Source: an optimization exercise on an open RTL-to-GDS flow (aim: a short achievable clock period and few clock cycles). Production flows keep margins and buffers that such runs may drop.
In this exercise RTL edits were held to simulation tests only and were not proved equivalent to the original.
Power is estimated from default activity; no workload was simulated.

==> v11 <==
// cpu16
module cpu16 (
    input  wire        clk,
    input  wire        rst,           
    output wire [15:0] imem_addr,
    input  wire [15:0] imem_rdata,
    output reg  [15:0] dmem_addr,
    output reg  [15:0] dmem_wdata,
    output reg         dmem_we,
    input  wire [15:0] dmem_rdata,
    input  wire [3:0]  dbg_sel,       
    output wire [15:0] dbg_rdata,
    output wire [15:0] pc_o,
    output wire [15:0] sp_o,
    output wire [15:0] ir_o,
    output wire [3:0]  flags_o,       
    output wire        halted,
    output wire        faulted
);
export LEC_CHECK = 0
export CAP_MARGIN = 20
export CORE_MARGIN = 2
export CORE_UTILIZATION = 40
export PLACE_DENSITY = 0.6
export SLEW_MARGIN = 20
create_clock -name core_clock -period 10.0 [get_ports {clk}]
run.sh (not shown) runs the stock make flow with config.mk's settings and CLKGATE_MAP_FILE= SYNTH_SCRIPT=/design/flow/synth_recipe.tcl, a recipe that flattens the netlist after the stock synthesis.
==> v29 (differences from v11) <==
--- a/flow/config.mk
+++ b/flow/config.mk
@@ -6,7 +6,9 @@
 export NUM_CORES = 4
 export LEC_CHECK = 0
+export ABC_CLOCK_PERIOD_IN_PS = 3000
 export CAP_MARGIN = 20
 export CORE_MARGIN = 2
 export CORE_UTILIZATION = 40
 export PLACE_DENSITY = 0.6
+export SETUP_SLACK_MARGIN = 5
 export SLEW_MARGIN = 20
==> comparison <==
v11 finished with timing, DRC and antenna clean. v29 finished with capacitance limit, slew limit left.
Between v11 and v29, the lower core utilization is in v11 (gap 6.8 points).
In v11 the combinational power is smaller than in v29, by about 30%.
In v11 the first-iteration DRC count is smaller than in v29, by 4.8%.
Against v29, the cell area of v11 is lower by about 13%.
In flip-flop and latch count, v11 and v29 do not differ.
Sequential share of layout area: v11 is higher than v29 (4.7 points).
Of v29 and v11, v11 has the higher clock skew (gap 0.025 ns).
Synthesized cell count is the same in v11 and v29.
Testbench counts of v11, summed over its fixed seeds: cycles 61,232.
Testbench counts of v29, summed over its fixed seeds: cycles 61,232.

==> run a <==
==> flow/design.v <==
module cpu16_alu (
    input  wire        sel_add,    
    input  wire        sel_and,
    input  wire        sel_or,
    input  wire        sel_shf,
    input  wire        cin,
    input  wire [15:0] a,
    input  wire [15:0] b,
    output wire [15:0] result,
    output wire        n,
    output wire        z,
    output wire        c,
    output wire        v
);
    wire [16:0] sum = {1'b0, a} + {1'b0, b} + {16'b0, cin};
    wire [15:0] p = a ^ b;
    wire [15:0] g = a | b;
    wire        z_add = (cin == p[0]) && ((p[15:1] ^ g[14:0]) == 15'h0000);
    wire [3:0]  amt   = b[3:0];
    wire        right = b[15];
    wire [16:0] shl   = {1'b0, a} << amt;    
    wire [16:0] shr   = {a, 1'b0} >> amt;    
    wire [15:0] shf   = right ? shr[16:1] : shl[15:0];
    wire        shf_c = right ? shr[0] : shl[16];
    assign result = ({16{sel_add}} & sum[15:0]) |
                    ({16{sel_and}} & (a & b)) |
                    ({16{sel_or}}  & (a | b)) |
                    ({16{sel_shf}} & shf);
    assign n = result[15];
    assign z = sel_add ? z_add : (result == 16'h0000);
    assign c = (sel_add & sum[16]) | (sel_shf & shf_c);
    assign v = sel_add & (a[15] == b[15]) & (sum[15] != a[15]);
endmodule
module cpu16 (
    input  wire        clk,
    input  wire        rst,           
    output wire [15:0] imem_addr,
    input  wire [15:0] imem_rdata,
    output reg  [15:0] dmem_addr,
    output reg  [15:0] dmem_wdata,
    output reg         dmem_we,
    input  wire [15:0] dmem_rdata,
    input  wire [3:0]  dbg_sel,       
    output wire [15:0] dbg_rdata,
    output wire [15:0] pc_o,
    output wire [15:0] sp_o,
    output wire [15:0] ir_o,
    output wire [3:0]  flags_o,       
    output wire        halted,
    output wire        faulted
);
    localparam [3:0] OP_LOADI = 4'h0, OP_LUI  = 4'h1, OP_LOAD = 4'h2, OP_STORE = 4'h3,
                     OP_ADDI  = 4'h4, OP_ADD  = 4'h5, OP_SUB  = 4'h6, OP_AND   = 4'h7,
                     OP_OR    = 4'h8, OP_SHFT = 4'h9, OP_BEQ  = 4'hA, OP_BNE   = 4'hB,
                     OP_B     = 4'hC, OP_CALL = 4'hD, OP_RET  = 4'hE, OP_HALT  = 4'hF;
    reg [15:0] regs [0:15];
    reg [15:0] sp;
    reg        flag_n, flag_z, flag_c, flag_v;
    reg        faulted_r;
    reg [15:0] pc_f;
    reg [15:0] ras [0:15];    
    reg [3:0]  ras_p;         
    reg [15:0] ir_e;          
    reg [15:0] pcp1_e;        
    reg        ff_e;
    reg        e_loadi, e_lui, e_load, e_store, e_addi, e_add, e_sub, e_and,
               e_or, e_shf, e_call, e_ret, e_halt;
    reg [15:0] ra_oh, rb_oh, rd_oh;
    reg [15:0] base_oh;       
    wire [15:0] imm4_e = {{12{ir_e[3]}}, ir_e[3:0]};
    reg  [15:0] xa, xb, xd, xbas;
    integer k;
    always @(*) begin
        xa   = 16'h0000;
        xb   = 16'h0000;
        xd   = 16'h0000;
        xbas = 16'h0000;
        for (k = 0; k < 16; k = k + 1) begin
            xa   = xa   | ({16{ra_oh[k]}}   & regs[k]);
            xb   = xb   | ({16{rb_oh[k]}}   & regs[k]);
            xd   = xd   | ({16{rd_oh[k]}}   & regs[k]);
            xbas = xbas | ({16{base_oh[k]}} & regs[k]);
        end
    end
    wire        e_alu = e_addi | e_add | e_sub | e_and | e_or | e_shf;
    wire [15:0] alu_result;
    wire        alu_n, alu_z, alu_c, alu_v;
    cpu16_alu u_alu (
        .sel_add (e_addi | e_add | e_sub),
        .sel_and (e_and),
        .sel_or  (e_or),
        .sel_shf (e_shf),
        .cin     (e_sub),
        .a       (xa),
        .b       (e_addi ? imm4_e : e_sub ? ~xb : xb),
        .result  (alu_result),
        .n       (alu_n),
        .z       (alu_z),
        .c       (alu_c),
        .v       (alu_v)
    );
    wire [8:0]  ea_lo  = {1'b0, xbas[7:0]} + {1'b0, {4{ir_e[3]}}, ir_e[3:0]};
    wire [7:0]  hi_inc = xbas[15:8] + 8'd1;
    wire [7:0]  hi_dec = xbas[15:8] - 8'd1;
    wire [7:0]  ea_hi  = ir_e[3] ? (ea_lo[8] ? xbas[15:8] : hi_dec)
                                 : (ea_lo[8] ? hi_inc : xbas[15:8]);
    wire        hi_00  = (xbas[15:8] == 8'h00);
    wire        hi_ff  = (xbas[15:8] == 8'hFF);
    wire        hi_01  = (xbas[15:8] == 8'h01);
    wire        ea_ok  = ir_e[3] ? ((hi_01 & ~ea_lo[8]) | (hi_00 & ea_lo[8]))
                                 : ((hi_00 & ~ea_lo[8]) | (hi_ff & ea_lo[8]));
    wire [15:0] ea     = {ea_hi, ea_lo[7:0]};
    wire [15:0] sp_dec = sp - 16'd1;
    wire [15:0] sp_inc = sp + 16'd1;
    wire        spd_ok = (sp_dec[15:8] == 8'h00);
    wire        sp_ok  = (sp[15:8] == 8'h00);
    wire        done   = faulted_r | e_halt;
    wire        e_fault = ff_e | ((e_load | e_store) & ~ea_ok) | (e_call & ~spd_ok) |
                          (e_ret & ~sp_ok);
    wire        e_end  = done | e_fault;
    always @(*) begin
        dmem_addr  = ea;
        dmem_wdata = xa;
        if (e_call) begin
            dmem_addr  = sp_dec;
            dmem_wdata = pcp1_e;
        end else if (e_ret) begin
            dmem_addr  = sp;
        end
        dmem_we = ~faulted_r & ((e_store & ea_ok) | (e_call & spd_ok));
    end
    wire        ret_miss = ~faulted_r & e_ret & sp_ok & (dmem_rdata != pc_f);
    wire        wen     = e_loadi | e_lui | e_alu | e_load;
    wire [15:0] wb_data = e_load  ? (ea_ok ? dmem_rdata : xd) :
                          e_loadi ? {8'h00, ir_e[7:0]} :
                          e_lui   ? {ir_e[7:0], xd[7:0]} : alu_result;
    wire [15:0] w      = imem_rdata;
    wire [3:0]  op_f   = w[15:12];
    wire        f_oor  = (pc_f[15:8] != 8'h00);
    wire        call_f = (op_f == OP_CALL);
    wire        ret_f  = (op_f == OP_RET);
    wire        z_next = (~faulted_r & e_alu) ? alu_z : flag_z;
    wire        jump_f = (op_f == OP_B) | call_f |
                         ((op_f == OP_BEQ) & z_next) | ((op_f == OP_BNE) & ~z_next);
    wire [15:0] pcp1_f = pc_f + 16'd1;
    wire [8:0]  tlo    = {1'b0, pcp1_f[7:0]} + {1'b0, w[7:0]};
    wire [7:0]  thi_p  = pcp1_f[15:8] + 8'd1;
    wire [7:0]  thi_m  = pcp1_f[15:8] - 8'd1;
    wire [7:0]  thi    = w[7] ? (tlo[8] ? pcp1_f[15:8] : thi_m)
                              : (tlo[8] ? thi_p : pcp1_f[15:8]);
    wire [15:0] target_f = {thi, tlo[7:0]};
    wire [15:0] ras_top  = ras[ras_p];
    assign imem_addr = pc_f;
    integer i;
    always @(posedge clk) begin
        if (rst) begin
            for (i = 0; i < 16; i = i + 1)
                regs[i] <= 16'h0000;
            sp        <= 16'd256;
            flag_n    <= 1'b0;
            flag_z    <= 1'b0;
            flag_c    <= 1'b0;
            flag_v    <= 1'b0;
            faulted_r <= 1'b0;
            pc_f      <= 16'h0000;
            ras_p     <= 4'h0;
            ir_e      <= 16'h0000;
            pcp1_e    <= 16'h0000;
            ff_e      <= 1'b0;
            e_loadi   <= 1'b0;
            e_lui     <= 1'b0;
            e_load    <= 1'b0;
            e_store   <= 1'b0;
            e_addi    <= 1'b0;
            e_add     <= 1'b0;
            e_sub     <= 1'b0;
            e_and     <= 1'b0;
            e_or      <= 1'b0;
            e_shf     <= 1'b0;
            e_call    <= 1'b0;
            e_ret     <= 1'b0;
            e_halt    <= 1'b0;
            ra_oh     <= 16'h0000;
            rb_oh     <= 16'h0000;
            rd_oh     <= 16'h0000;
            base_oh   <= 16'h0000;
        end else if (~done) begin
            for (i = 0; i < 16; i = i + 1)
                if (wen & rd_oh[i])
                    regs[i] <= wb_data;
            if (e_alu) begin
                flag_n <= alu_n;
                flag_z <= alu_z;
                flag_c <= alu_c;
                flag_v <= alu_v;
            end
            if (e_call)
                sp <= sp_dec;
            if (e_ret & sp_ok)
                sp <= sp_inc;
            if (e_fault)
                faulted_r <= 1'b1;
            if (ret_miss) begin
                pc_f    <= dmem_rdata;
                ff_e    <= 1'b0;
                e_loadi <= 1'b0;
                e_lui   <= 1'b0;
                e_load  <= 1'b0;
                e_store <= 1'b0;
                e_addi  <= 1'b0;
                e_add   <= 1'b0;
                e_sub   <= 1'b0;
                e_and   <= 1'b0;
                e_or    <= 1'b0;
                e_shf   <= 1'b0;
                e_call  <= 1'b0;
                e_ret   <= 1'b0;
                e_halt  <= 1'b0;
            end else if (~e_end) begin
                ff_e <= f_oor;
                if (f_oor) begin
                    pcp1_e  <= pc_f;
                    e_loadi <= 1'b0;
                    e_lui   <= 1'b0;
                    e_load  <= 1'b0;
                    e_store <= 1'b0;
                    e_addi  <= 1'b0;
                    e_add   <= 1'b0;
                    e_sub   <= 1'b0;
                    e_and   <= 1'b0;
                    e_or    <= 1'b0;
                    e_shf   <= 1'b0;
                    e_call  <= 1'b0;
                    e_ret   <= 1'b0;
                    e_halt  <= 1'b0;
                end else begin
                    pc_f    <= ret_f ? ras_top : jump_f ? target_f : pcp1_f;
                    if (call_f) begin
                        ras[ras_p + 4'd1] <= pcp1_f;
                        ras_p <= ras_p + 4'd1;
                    end else if (ret_f) begin
                        ras_p <= ras_p - 4'd1;
                    end
                    ir_e    <= w;
                    pcp1_e  <= pcp1_f;
                    for (i = 0; i < 16; i = i + 1) begin
                        ra_oh[i]   <= (w[7:4] == i);
                        rb_oh[i]   <= (w[3:0] == i);
                        rd_oh[i]   <= (w[11:8] == i);
                        base_oh[i] <= ((op_f == OP_STORE) ? w[11:8] : w[7:4]) == i;
                    end
                    e_loadi <= (op_f == OP_LOADI);
                    e_lui   <= (op_f == OP_LUI);
                    e_load  <= (op_f == OP_LOAD);
                    e_store <= (op_f == OP_STORE);
                    e_addi  <= (op_f == OP_ADDI);
                    e_add   <= (op_f == OP_ADD);
                    e_sub   <= (op_f == OP_SUB);
                    e_and   <= (op_f == OP_AND);
                    e_or    <= (op_f == OP_OR);
                    e_shf   <= (op_f == OP_SHFT);
                    e_call  <= call_f;
                    e_ret   <= ret_f;
                    e_halt  <= (op_f == OP_HALT);
                end
            end
        end
    end
    assign dbg_rdata = regs[dbg_sel];
    assign pc_o      = pcp1_e;
    assign sp_o      = sp;
    assign ir_o      = ir_e;
    assign flags_o   = {flag_n, flag_z, flag_c, flag_v};
    assign halted    = e_halt;
    assign faulted   = faulted_r;
endmodule
==> flow/run.sh <==
#!/bin/bash
# synth_recipe.tcl (not shown) runs the flow's synth.tcl, then flattens the netlist and writes it again
# the make line also repeats each setting of config.mk as NAME=value (left out here)
make -C /OpenROAD-flow-scripts/flow DESIGN_CONFIG=/design/flow/config.mk WORK_HOME=/design/flow/orfs CLKGATE_MAP_FILE= SYNTH_SCRIPT=/design/flow/synth_recipe.tcl finish
==> flow/config.mk <==
export PLATFORM = sky130hd
export DESIGN_NAME = cpu16
export DESIGN_NICKNAME = cpu16
export VERILOG_FILES = /design/flow/design.v
export SDC_FILE = /design/flow/constraint.sdc
export NUM_CORES = 4
export LEC_CHECK = 0
export CAP_MARGIN = 30
export CORE_MARGIN = 2
export CORE_UTILIZATION = 40
export PLACE_DENSITY = 0.6
export SETUP_SLACK_MARGIN = 3
export SLEW_MARGIN = 30
export SYNTH_HIERARCHICAL = 1
export SYNTH_MINIMUM_KEEP_SIZE = 0
export TNS_END_PERCENT = 5
==> flow/constraint.sdc <==
create_clock -name core_clock -period 10.0 [get_ports {clk}]
set_input_delay 2.0000 -clock core_clock [delete_from_list [all_inputs] [get_ports {clk}]]
set_output_delay 2.0000 -clock core_clock [all_outputs]
set_load 0.01 [all_outputs]
==> run b (differences from run a) <==
==> flow/flow/run.sh (new file) <==
#!/bin/bash
# The standard layout, except that the port buffers are plain buffers
# (sky130_fd_sc_hd__buf_4) instead of the default delay buffers, and the
# resizer may swap a cell for one of another footprint.  Every port still
# gets its buffer; synthesis, floorplan, power grid, clock tree, routing and
# the constraints are the standard ones.
set -euo pipefail
bash standard.sh "BUFFER_PORTS_ARGS=-buffer_cell sky130_fd_sc_hd__buf_4" MATCH_CELL_FOOTPRINT=0 finish > make_finish.log 2>&1
==> flow/standard.sh (new file) <==
#!/bin/bash
# synth_recipe.tcl (not shown) runs the flow's synth.tcl, then flattens the netlist and writes it again
# the make line also repeats each setting of config.mk as NAME=value (left out here)
make -C /OpenROAD-flow-scripts/flow DESIGN_CONFIG=/design/flow/config.mk WORK_HOME=/design/flow/orfs CLKGATE_MAP_FILE= SYNTH_SCRIPT=/design/flow/synth_recipe.tcl "${@:-finish}"
Settings changed: CAP_MARGIN 30 to 20, SETUP_SLACK_MARGIN 3 to 5, SLEW_MARGIN 30 to 20.
removed: flow/run.sh
==> comparison table <==
Result of the run: run a finished clean; run b finished clean
Met2 wire length: run a 76.61 mm; run b 77.07 mm
Static leakage: run a 14.99 nW; run b 16.21 nW
CP endpoint: run a dmem_addr[14]; run b dmem_we
NetSw: run a 0.003515 W; run b 0.003580 W
Sum of net half-perimeters after detailed placement: run a 117.6 mm; run b 116.4 mm
Maximum number of pins on one net before global-route repair: run a 114; run b 113
Wire length the detailed router placed on met1: run a 70.65 mm; run b 71.12 mm
Via-to-Cell Ratio: run a 7.148; run b 7.147
Number of buffers other than clock buffers in the final layout: run a 309; run b 456
Final wirelength: run a 182.1 mm; run b 188.1 mm
M2 GR Usage: run a 0.5122; run b 0.5194
Upper clock frequency limit: run a 142.7 MHz; run b 156.8 MHz
Share of the core filled with cells in the final layout: run a 0.4611; run b 0.4801
Pre-Repair DR Iteration Count: run a 10; run b 13
Sequential cell area: run a 15,950 µm²; run b 15,970 µm²
Peak supply drop: run a 0.0001663 V; run b 0.0003326 V
RD Place Congestion: run a 1.033; run b 1.023
Actual transition at the worst max-transition pin: run a 1075 ps; run b 1241 ps
Testbench counts of run a, summed over its fixed seeds: cycles 61,232.
Testbench counts of run b, summed over its fixed seeds: cycles 61,232.

separate check: timing with driven ports:
How much do the figures lean on ideal ports? The routed layouts below were timed once more, with nothing changed but the port constraints.
Step 1, drivers: a clkbuf_16 drives clk and a buf_2 each remaining input, both assumed.
Step 2 moves the port delays by t, midway between the first and last clock arrival at a register: inputs arrive t later, outputs are due t later. That takes back most of the time a late clock gives input paths.
Three values: ideal, step 1, step 2; two values: the first two.
run	shift t [ns]	setup WS [ns]	worst slew at a driven data input, ns
v11	0.733	1.397 / 1.397 / 1.397	0.11
v29	0.742	3.374 / 3.299 / 3.857	0.13
run a	0.744	2.991 / 2.925 / 3.007	0.10
run b	0.752	3.623 / 3.556 / 3.647	0.10
